Source: an optimization exercise on an open RTL-to-GDS flow (aim: small area, a short achievable clock period and few clock cycles per item). Production flows keep margins and buffers that such runs may drop. In this exercise RTL edits were held to simulation tests only and were not proved equivalent to the original. Power figures rest on the tool's default switching activity, not on a simulated workload.

## ewma_rtt_estimator
module ewma_rtt_estimator (
    input  wire        clk,
    input  wire        rst,
    input  wire        cmd_valid,
    output wire        cmd_ready,
    input  wire [1:0]  cmd_op,
    input  wire [63:0] cmd_data,
    output reg         done,
    output reg  [63:0] est_rtt,
    output reg  [63:0] dev_rtt,
    output reg  [63:0] timeout_interval,
    output reg         rtt_valid
);
==> module ewma_rtt_estimator, before the edit <==
module ewma_rtt_estimator (
    input  wire        clk,
    input  wire        rst,
    input  wire        cmd_valid,
    output wire        cmd_ready,
    input  wire [1:0]  cmd_op,
    input  wire [63:0] cmd_data,
    output reg         done,
    output reg  [63:0] est_rtt,
    output reg  [63:0] dev_rtt,
    output reg  [63:0] timeout_interval,
    output reg         rtt_valid
);
    localparam [1:0] OP_UPDATE   = 2'd0;
    localparam [1:0] OP_WRITE_TO = 2'd1;
    localparam [1:0] OP_RESET    = 2'd2;
    localparam [1:0] OP_NOP      = 2'd3;
    localparam [63:0] INIT_TIMEOUT = 64'h0000_0000_0001_0000;  
    assign cmd_ready = 1'b1;
    reg        rst_q;
    reg        c_valid;
    reg [1:0]  c_op;
    reg [63:0] c_data_n;   
    always @(posedge clk) begin
        rst_q   <= rst;
        c_valid <= cmd_valid && !rst;
        c_op    <= cmd_op;
        c_data_n <= ~cmd_data;
    end
    reg [63:0] a_est;      
    reg        a_vld;      
    wire [63:0] Sn = c_data_n;
    wire [63:0] S  = ~c_data_n;
    wire a_upd   = c_valid && (c_op == OP_UPDATE);
    wire a_wto   = c_valid && (c_op == OP_WRITE_TO);
    wire a_rcmd  = c_valid && (c_op == OP_RESET);
    wire a_first = a_upd && !a_vld;    
    wire [67:0] u0 = {1'b0, a_est, 3'b000};
    wire [67:0] u1 = {4'b1111, ~a_est};
    wire [67:0] u2 = {4'b0000, S};
    wire [67:0] su = u0 ^ u1 ^ u2;
    wire [67:0] cu = {((u0[66:0] & u1[66:0]) | (u0[66:0] & u2[66:0]) | (u1[66:0] & u2[66:0])), 1'b1};
    wire [3:0]  lo3 = {1'b0, su[2:0]} + {1'b0, cu[2:0]};
    wire        c3  = lo3[3];
    wire [63:0] est_new;
    pfx_add #(.W(64)) add_est (.a(su[66:3]), .b(cu[66:3]), .cin(c3), .s(est_new), .co());
    wire [64:0] d0 = {1'b1, Sn};
    wire [64:0] d1 = su[67:3];
    wire [64:0] d2 = cu[67:3];
    wire [64:0] sd = d0 ^ d1 ^ d2;
    wire [64:0] cd = {((d0[63:0] & d1[63:0]) | (d0[63:0] & d2[63:0]) | (d1[63:0] & d2[63:0])), c3};
    wire [64:0] fdiff;
    pfx_add #(.W(65)) add_diff (.a(sd), .b(cd), .cin(1'b0), .s(fdiff), .co());
    wire [64:0] nx = {1'b0, a_est ^ S};
    wire [64:0] ny = {a_est | Sn, 1'b0};
    wire        neg;
    carry_out #(.W(65)) cmp_neg (.a(nx), .b(ny), .co(neg));
    reg [63:0] b_mag;      
    reg        b_neg;
    reg        b_upd;      
    reg        b_load;     
    reg        b_dz;       
    reg        b_init;     
    reg        b_valid;
    always @(posedge clk) begin
        if (rst_q || a_rcmd) begin
            a_est <= 64'd0;
            a_vld <= 1'b0;
        end else if (a_upd) begin
            a_est <= a_vld ? est_new : S;
            a_vld <= 1'b1;
        end
        b_mag   <= (a_wto || a_first) ? S : (fdiff[63:0] ^ {64{~neg}});
        b_neg   <= neg;
        b_upd   <= a_upd && a_vld;
        b_load  <= a_wto || a_first;
        b_dz    <= a_first || a_rcmd;
        b_init  <= a_rcmd;
        b_valid <= c_valid && !rst;
    end
    wire [65:0] t0 = {1'b0, dev_rtt, 1'b0};
    wire [65:0] t1 = {2'b00, dev_rtt};
    wire [65:0] t2 = {2'b00, b_mag};
    wire [65:0] x  = t0 ^ t1 ^ t2;
    wire [65:0] y  = {((t0[64:0] & t1[64:0]) | (t0[64:0] & t2[64:0]) | (t1[64:0] & t2[64:0])), b_neg};
    wire        c2 = (x[1] & y[1]) | ((x[1] ^ y[1]) & x[0] & y[0]);
    wire [63:0] dev_new;
    pfx_add #(.W(64)) add_dev (.a(x[65:2]), .b(y[65:2]), .cin(c2), .s(dev_new), .co());
    wire [66:0] v0 = {3'b000, a_est};
    wire [66:0] v1 = {1'b0, x[65:2], 2'b00};
    wire [66:0] v2 = {1'b0, y[65:2], 2'b00};
    wire [66:0] sv = v0 ^ v1 ^ v2;
    wire [66:0] cv = {((v0[65:0] & v1[65:0]) | (v0[65:0] & v2[65:0]) | (v1[65:0] & v2[65:0])), 1'b0};
    wire [66:0] qv = {cv[66:3], c2, cv[1:0]};    
    wire [63:0] to_lo;
    wire        to_co;
    pfx_add #(.W(64)) add_to (.a(sv[63:0]), .b(qv[63:0]), .cin(1'b0), .s(to_lo), .co(to_co));
    wire        ovf = to_co | (|sv[66:64]) | (|qv[66:64]);
    always @(posedge clk) begin
        done      <= b_valid && !rst;
        est_rtt   <= a_est;
        rtt_valid <= a_vld;
        if (rst_q || b_dz)
            dev_rtt <= 64'd0;
        else if (b_upd)
            dev_rtt <= dev_new;
        if (rst_q || b_init)
            timeout_interval <= INIT_TIMEOUT;
        else if (b_load)
            timeout_interval <= b_mag;
        else if (b_upd)
            timeout_interval <= to_lo | {64{ovf}};
    end
endmodule
==> flow/config.mk <==
export PLATFORM = sky130hd
export DESIGN_NAME = ewma_rtt_estimator
export DESIGN_NICKNAME = ewma_rtt_estimator
export VERILOG_FILES = /design/flow/design.v
export SDC_FILE = /design/flow/constraint.sdc
export NUM_CORES = 4
export LEC_CHECK = 0
export CAP_MARGIN = 20
export CORE_MARGIN = 2
export CORE_UTILIZATION = 40
export SLEW_MARGIN = 20
==> flow/constraint.sdc <==
create_clock -name core_clock -period 18.0 [get_ports {clk}]
set_input_delay 3.6000 -clock core_clock [delete_from_list [all_inputs] [get_ports {clk}]]
set_output_delay 3.6000 -clock core_clock [all_outputs]
set_load 0.01 [all_outputs]
standard.sh (not shown) runs the stock make flow with config.mk's settings and CLKGATE_MAP_FILE= SYNTH_SCRIPT=/design/flow/synth_recipe.tcl, a recipe that flattens the netlist after the stock synthesis.
==> flow/flow/run.sh <==
#!/bin/bash
# The standard layout (standard synthesis and ORFS steps unchanged) with
# extra make settings from flow/settings.txt, one NAME=VALUE per line:
# timing repair aims for a setup slack margin, so it works towards a shorter
# achieved period at the design's clock period and constraints.
set -euo pipefail
args=()
while IFS= read -r line; do
  [[ -n "$line" && "$line" != \#* ]] && args+=("$line")
done < flow/settings.txt
bash standard.sh "${args[@]}" finish > standard_flow.log 2>&1
==> flow/flow/settings.txt <==
SETUP_SLACK_MARGIN=13.2
BUFFER_PORTS_ARGS=-buffer_cell sky130_fd_sc_hd__buf_1
CTS_ARGS=-sink_clustering_enable -repair_clock_nets -dont_use_dummy_load -root_buf sky130_fd_sc_hd__clkbuf_16 -buf_list sky130_fd_sc_hd__clkbuf_8
The starting point completed with no timing, DRC or antenna violations.
Testbench counts at the start, summed over its fixed seeds: cycles 12,016, items 12,000.
==> next run, changes <==
--- a/flow/design.v
+++ b/flow/design.v
@@ -21,15 +21,14 @@
     reg        c_valid;
     reg [1:0]  c_op;
-    reg [63:0] c_data_n;   
+    reg [63:0] c_data;
     always @(posedge clk) begin
         rst_q   <= rst;
         c_valid <= cmd_valid && !rst;
         c_op    <= cmd_op;
-        c_data_n <= ~cmd_data;
+        c_data  <= cmd_data;
     end
     reg [63:0] a_est;      
     reg        a_vld;      
-    wire [63:0] Sn = c_data_n;
-    wire [63:0] S  = ~c_data_n;
+    wire [63:0] S = c_data;
     wire a_upd   = c_valid && (c_op == OP_UPDATE);
     wire a_wto   = c_valid && (c_op == OP_WRITE_TO);
@@ -45,13 +44,13 @@
     wire [63:0] est_new;
     pfx_add #(.W(64)) add_est (.a(su[66:3]), .b(cu[66:3]), .cin(c3), .s(est_new), .co());
-    wire [64:0] d0 = {1'b1, Sn};
-    wire [64:0] d1 = su[67:3];
-    wire [64:0] d2 = cu[67:3];
+    wire [64:0] d0 = {1'b0, S};
+    wire [64:0] d1 = ~su[67:3];
+    wire [64:0] d2 = ~cu[67:3];
     wire [64:0] sd = d0 ^ d1 ^ d2;
-    wire [64:0] cd = {((d0[63:0] & d1[63:0]) | (d0[63:0] & d2[63:0]) | (d1[63:0] & d2[63:0])), c3};
-    wire [64:0] fdiff;
-    pfx_add #(.W(65)) add_diff (.a(sd), .b(cd), .cin(1'b0), .s(fdiff), .co());
+    wire [64:0] cd = {((d0[63:0] & d1[63:0]) | (d0[63:0] & d2[63:0]) | (d1[63:0] & d2[63:0])), ~c3};
+    wire [64:0] diff;
+    pfx_add #(.W(65)) add_diff (.a(sd), .b(cd), .cin(1'b1), .s(diff), .co());
     wire [64:0] nx = {1'b0, a_est ^ S};
-    wire [64:0] ny = {a_est | Sn, 1'b0};
+    wire [64:0] ny = {a_est | ~S, 1'b0};
     wire        neg;
     carry_out #(.W(65)) cmp_neg (.a(nx), .b(ny), .co(neg));
@@ -71,5 +70,5 @@
             a_vld <= 1'b1;
         end
-        b_mag   <= (a_wto || a_first) ? S : (fdiff[63:0] ^ {64{~neg}});
+        b_mag   <= (a_wto || a_first) ? S : (diff[63:0] ^ {64{neg}});
         b_neg   <= neg;
         b_upd   <= a_upd && a_vld;
Die area went up by 1.5%.
Worst setup slack is about the same.
Clock power went up by about 2%.
Power stays flat.
Utilization went up by 0.49 points.
Testbench counts after the change, summed over its fixed seeds: cycles 12,016, items 12,000.

==> re-timing with driven ports <==
In the flow no input, the clock included, has a driving cell. The finished layouts below were timed again as built, in two steps. Step 1 (the two cells are an assumption about what drives the block):
set clk [get_ports {clk}]
set_driving_cell -lib_cell sky130_fd_sc_hd__clkbuf_16 $clk
set_driving_cell -lib_cell sky130_fd_sc_hd__buf_2 [delete_from_list [all_inputs] $clk]
Step 2 also shifts input and output timing later by t, the mid clock arrival at the registers, as if the neighbouring blocks saw the same clock. Slacks: no drivers / after step 1 / after step 2; pairs: no drivers / after step 1.
run	t, ns	slack for setup (ns)	hold WS [ns]
the first run	0.621	13.236 / 13.170 / 13.326	0.401 / 0.401 / 0.401
the second run	0.620	13.237 / 13.177 / 13.331	0.391 / 0.391 / 0.391
After both steps setup and hold are still met in every run listed.
